This design comes from an exercise in tuning for small area on the open sky130 flow, not from production work. Function was checked by simulation only, so behaviour that the tests miss may differ from the original. No activity file was given, so power comes from the tool's default toggle rates.

job 9524:
Design brew_core, start of the top module:
module brew_core (
    input  wire        clk,
    input  wire        rst,
    output wire        rx_poll,
    input  wire        rx_valid,
    input  wire [7:0]  rx_data,
    input  wire        rx_err,
    output wire        tx_valid,
    output wire [7:0]  tx_data,
    output wire        tx_last,
    input  wire        tx_ready,
    input  wire        tx_err,
    input  wire [31:0] time_now,
    input  wire        h_sel,
    input  wire        h_we,
    input  wire [2:0]  h_idx,
    input  wire [15:0] h_wdata,
    output reg  [31:0] h_rdata,
    output wire        st_idle,
    output wire        st_running
);
clock: 20.0 ns
lec_check: 0
cap_margin: 10
cell_pad_in_sites_detail_placement: 1
cell_pad_in_sites_global_placement: 2
core_margin: 2
core_utilization: 40
place_density: 0.6
slew_margin: 10
synth_memory_max_bits: 4096
standard.sh (not shown) runs the stock make flow with config.mk's settings and CLKGATE_MAP_FILE= SYNTH_SCRIPT=/design/flow/synth_recipe.tcl, a recipe that flattens the netlist after the stock synthesis.
==> flow/flow/run.sh <==
#!/bin/bash
# The standard layout (standard.sh) with these changes:
#  - synthesis: an area-oriented ABC script (flow/abc_small.script) and no
#    full/half-adder cell extraction (ADDER_MAP_FILE empty); everything else
#    is synth_recipe.tcl unchanged, so the registers are the standard ones,
#  - each port gets the smallest buffer (buf_1),
#  - the clock tree uses small clock buffers and no dummy loads.
# Each tool's output is in standard.log and in the ORFS logs under orfs/logs.
set -e
F=$PWD/flow
sed "s#SYNTH_SCRIPT=[^ ]*#SYNTH_SCRIPT=$F/my_synth.tcl ADDER_MAP_FILE=#" standard.sh > my_standard.sh
export BUFFER_PORTS_ARGS="-buffer_cell sky130_fd_sc_hd__buf_1"
export CTS_ARGS="-sink_clustering_enable -repair_clock_nets -dont_use_dummy_load -buf_list {sky130_fd_sc_hd__clkbuf_4} -root_buf sky130_fd_sc_hd__clkbuf_4 -sink_clustering_size 8 -sink_clustering_max_diameter 80"
bash my_standard.sh > standard.log 2>&1
==> flow/flow/abc_small.script <==
strash
dch -f
amap
==> flow/flow/my_synth.tcl <==
# The standard synthesis (synth_recipe.tcl), with an area-oriented ABC script
set ::my_flow_dir [file dirname [file normalize [info script]]]
proc abc {args} {
  set i [lsearch -exact $args -script]
  if { $i >= 0 } {
    lset args [expr { $i + 1 }] [file join $::my_flow_dir abc_small.script]
  }
  yosys abc {*}$args
}
source [file join [file dirname $::my_flow_dir] synth_recipe.tcl]
> inputs changed (job 9524 -> job 4490)
Settings: an added CTS_BUF_LIST of sky130_fd_sc_hd__clkbuf_4 sky130_fd_sc_hd__clkbuf_8; an added CTS_CLUSTER_DIAMETER of 80; a change of SLEW_MARGIN from 10 to 40; an added CTS_CLUSTER_SIZE of 16; a change of CORE_UTILIZATION from 40 to 50; a change of CAP_MARGIN from 10 to 40.
==> flow/run.sh (new file) <==
#!/bin/bash
# synth_recipe.tcl (not shown) runs the flow's synth.tcl, then flattens the netlist and writes it again
# the make line also repeats each setting of config.mk as NAME=value (left out here)
make -C /OpenROAD-flow-scripts/flow DESIGN_CONFIG=/design/flow/config.mk WORK_HOME=/design/flow/orfs CLKGATE_MAP_FILE= SYNTH_SCRIPT=/design/flow/synth_recipe.tcl finish
removed: flow/flow/run.sh
removed: flow/flow/abc_small.script
removed: flow/flow/my_synth.tcl
removed: flow/standard.sh
Notes after the runs:
Job 4490 finished all stages; the layout is clean.
First-pass GRT wire length (job 4490 over job 9524): increase, 3300 um
Re starting utilization of the core area: job 4490 and job 9524 aren't equal, and the lower value belongs to job 9524.
Job 4490 vs job 9524, largest family of logic cells by synthesized area: simple AND/OR/NAND/NOR gates vs compound AO/OA/AOI/OAI gates
On static power due to leakage: job 4490 sits above job 9524.
Here is what was changed in the inputs of job 2151 compared with job 4490.
Settings: removing CTS_BUF_LIST (formerly sky130_fd_sc_hd__clkbuf_4 sky130_fd_sc_hd__clkbuf_8); setting GPL_TIMING_DRIVEN to 0 for the first time; changing PLACE_DENSITY from 0.6 to 0.7; changing CAP_MARGIN from 40 to 10; changing CORE_UTILIZATION from 50 to 45; removing CTS_CLUSTER_SIZE (formerly 16); removing CTS_CLUSTER_DIAMETER (formerly 80); changing SLEW_MARGIN from 40 to 10.
==> flow/flow/run.sh (new file) <==
#!/bin/bash
# The standard layout (standard.sh) with these changes:
#  - synthesis: an area-oriented ABC script (flow/abc_small.script) and no
#    full/half-adder cell extraction (ADDER_MAP_FILE empty); everything else
#    is synth_recipe.tcl unchanged, so the registers are the standard ones,
#  - each port gets the smallest buffer (buf_1),
#  - the clock tree uses small clock buffers and no dummy loads.
# Each tool's output is in standard.log and in the ORFS logs under orfs/logs.
set -e
F=$PWD/flow
sed "s#SYNTH_SCRIPT=[^ ]*#SYNTH_SCRIPT=$F/my_synth.tcl ADDER_MAP_FILE=#" standard.sh > my_standard.sh
export BUFFER_PORTS_ARGS="-buffer_cell sky130_fd_sc_hd__buf_1"
export CTS_ARGS="-sink_clustering_enable -repair_clock_nets -dont_use_dummy_load -buf_list {sky130_fd_sc_hd__clkbuf_4} -root_buf sky130_fd_sc_hd__clkbuf_4 -sink_clustering_size 8 -sink_clustering_max_diameter 80"
bash my_standard.sh > standard.log 2>&1
==> flow/flow/abc_small.script (new file) <==
strash
dch -f
amap
==> flow/flow/my_synth.tcl (new file) <==
# The standard synthesis (synth_recipe.tcl), with an area-oriented ABC script
set ::my_flow_dir [file dirname [file normalize [info script]]]
proc abc {args} {
  set i [lsearch -exact $args -script]
  if { $i >= 0 } {
    lset args [expr { $i + 1 }] [file join $::my_flow_dir abc_small.script]
  }
  yosys abc {*}$args
}
source [file join [file dirname $::my_flow_dir] synth_recipe.tcl]
==> flow/standard.sh (new file) <==
#!/bin/bash
# synth_recipe.tcl (not shown) runs the flow's synth.tcl, then flattens the netlist and writes it again
# the make line also repeats each setting of config.mk as NAME=value (left out here)
make -C /OpenROAD-flow-scripts/flow DESIGN_CONFIG=/design/flow/config.mk WORK_HOME=/design/flow/orfs CLKGATE_MAP_FILE= SYNTH_SCRIPT=/design/flow/synth_recipe.tcl "${@:-finish}"
removed: flow/run.sh
## What came out
The share of the clock period used by the worst path reported for job 2151 is smaller than that of job 4490 by 8.0 points. Comparing job 4490 and job 2151, the higher area fraction in and, or, nand and nor cells after synthesis is on job 4490. Looking at overall routing resource usage, job 2151 sits 0.29 points below job 4490. Where upper clock frequency limit is concerned, job 4490 is outperformed by job 2151. Looking at leading cell type in the layout, fill and taps excluded, the sky130_fd_sc_hd__nand2_1 result is from job 4490; the sky130_fd_sc_hd__o21ai_0 one comes from job 2151. Job 4490 vs job 2151, highest-delay cell along the critical path: sky130_fd_sc_hd__edfxtp_1 vs sky130_fd_sc_hd__or4_1. Comparing fraction of area in multi-input gates for job 4490 and job 2151, the bigger number came from job 4490.
#### Input delta (job 1688 over job 2151)
Settings: GPL_TIMING_DRIVEN removed (was 0).
--- outcome ---
Job 1688 finished all stages; the layout is clean.
Taking job 2151 as the reference, in job 1688 hold path depth now sits lower, count of vias placed by the detailed router closely matched the old numbers, total power held steady, post-cts repair resize count neither gained nor lost much.
Between job 1688 and job 2151, the difference in relative contribution of combinational cells to total power is negligible.
Detail-routed via count per cell of job 2151 is on par with job 1688.
Going from job 2151 to job 1688, time the final worst path needs with I/O delays and setup dropped 0.41 ns; routed wire length increased by about 0.6% relative to the old numbers; sequential share of cell area increased by 0.18 points relative to the old numbers.
[inputs] job 7075 vs job 1688
Settings: changing CAP_MARGIN from 10 to 40; changing PLACE_DENSITY from 0.7 to 0.6; changing SLEW_MARGIN from 10 to 40; changing CORE_UTILIZATION from 45 to 40.
==> notes.md <==
- Count of sequential standard cells came out exactly the same in job 7075 and job 1688.
- In job 7075 the clock skew after layout turned out 0.0054 ns higher than in job 1688.
- [compare] base=job 1688 new=job 7075: placer's final routability congestion estimate saw little to no change, first-pass detailed-route iteration total saw an increase.
- Diff job 1688 -> job 7075: final hold slack saw little to no change; total power draw barely changed; relative slew slack now sits higher.
- Job 7075 against job 1688: arrival time of the worst setup path down 0.04 ns, combinational cell fraction of total power down 0.2 points.

==> port drivers added, routing unchanged <==
Ports are ideal in the flow. The routed layouts listed here were re-timed in OpenROAD.
Step 1: set_driving_cell puts a clkbuf_16 on clk and a buf_2 on each other input, an assumption about the parent block.
Step 2 also shifts input and output timing later by t, the mid clock arrival at the registers, as if the neighbouring blocks saw the same clock.
Three values: ideal, step 1, step 2; two values: the first two.
| run | shift t [ns] | setup slack, ns | slew at the worst register clock pin (ns) |
|---|---|---|---|
| job 9524 | 0.746 | 7.906 / 7.932 / 7.185 | 0.11 / 0.11 |
| job 4490 | 0.581 | 5.824 / 5.824 / 5.824 | 0.11 / 0.11 |
| job 2151 | 0.721 | 7.416 / 7.430 / 6.709 | 0.11 / 0.11 |
| job 1688 | 0.726 | 7.827 / 7.850 / 7.124 | 0.10 / 0.10 |
| job 7075 | 0.742 | 7.864 / 7.888 / 7.146 | 0.11 / 0.11 |
After both steps setup and hold are still met in every run listed. The setup slack of job 9524, which loses most, moves by +0.026 ns with the drivers and by -0.721 ns with both steps.
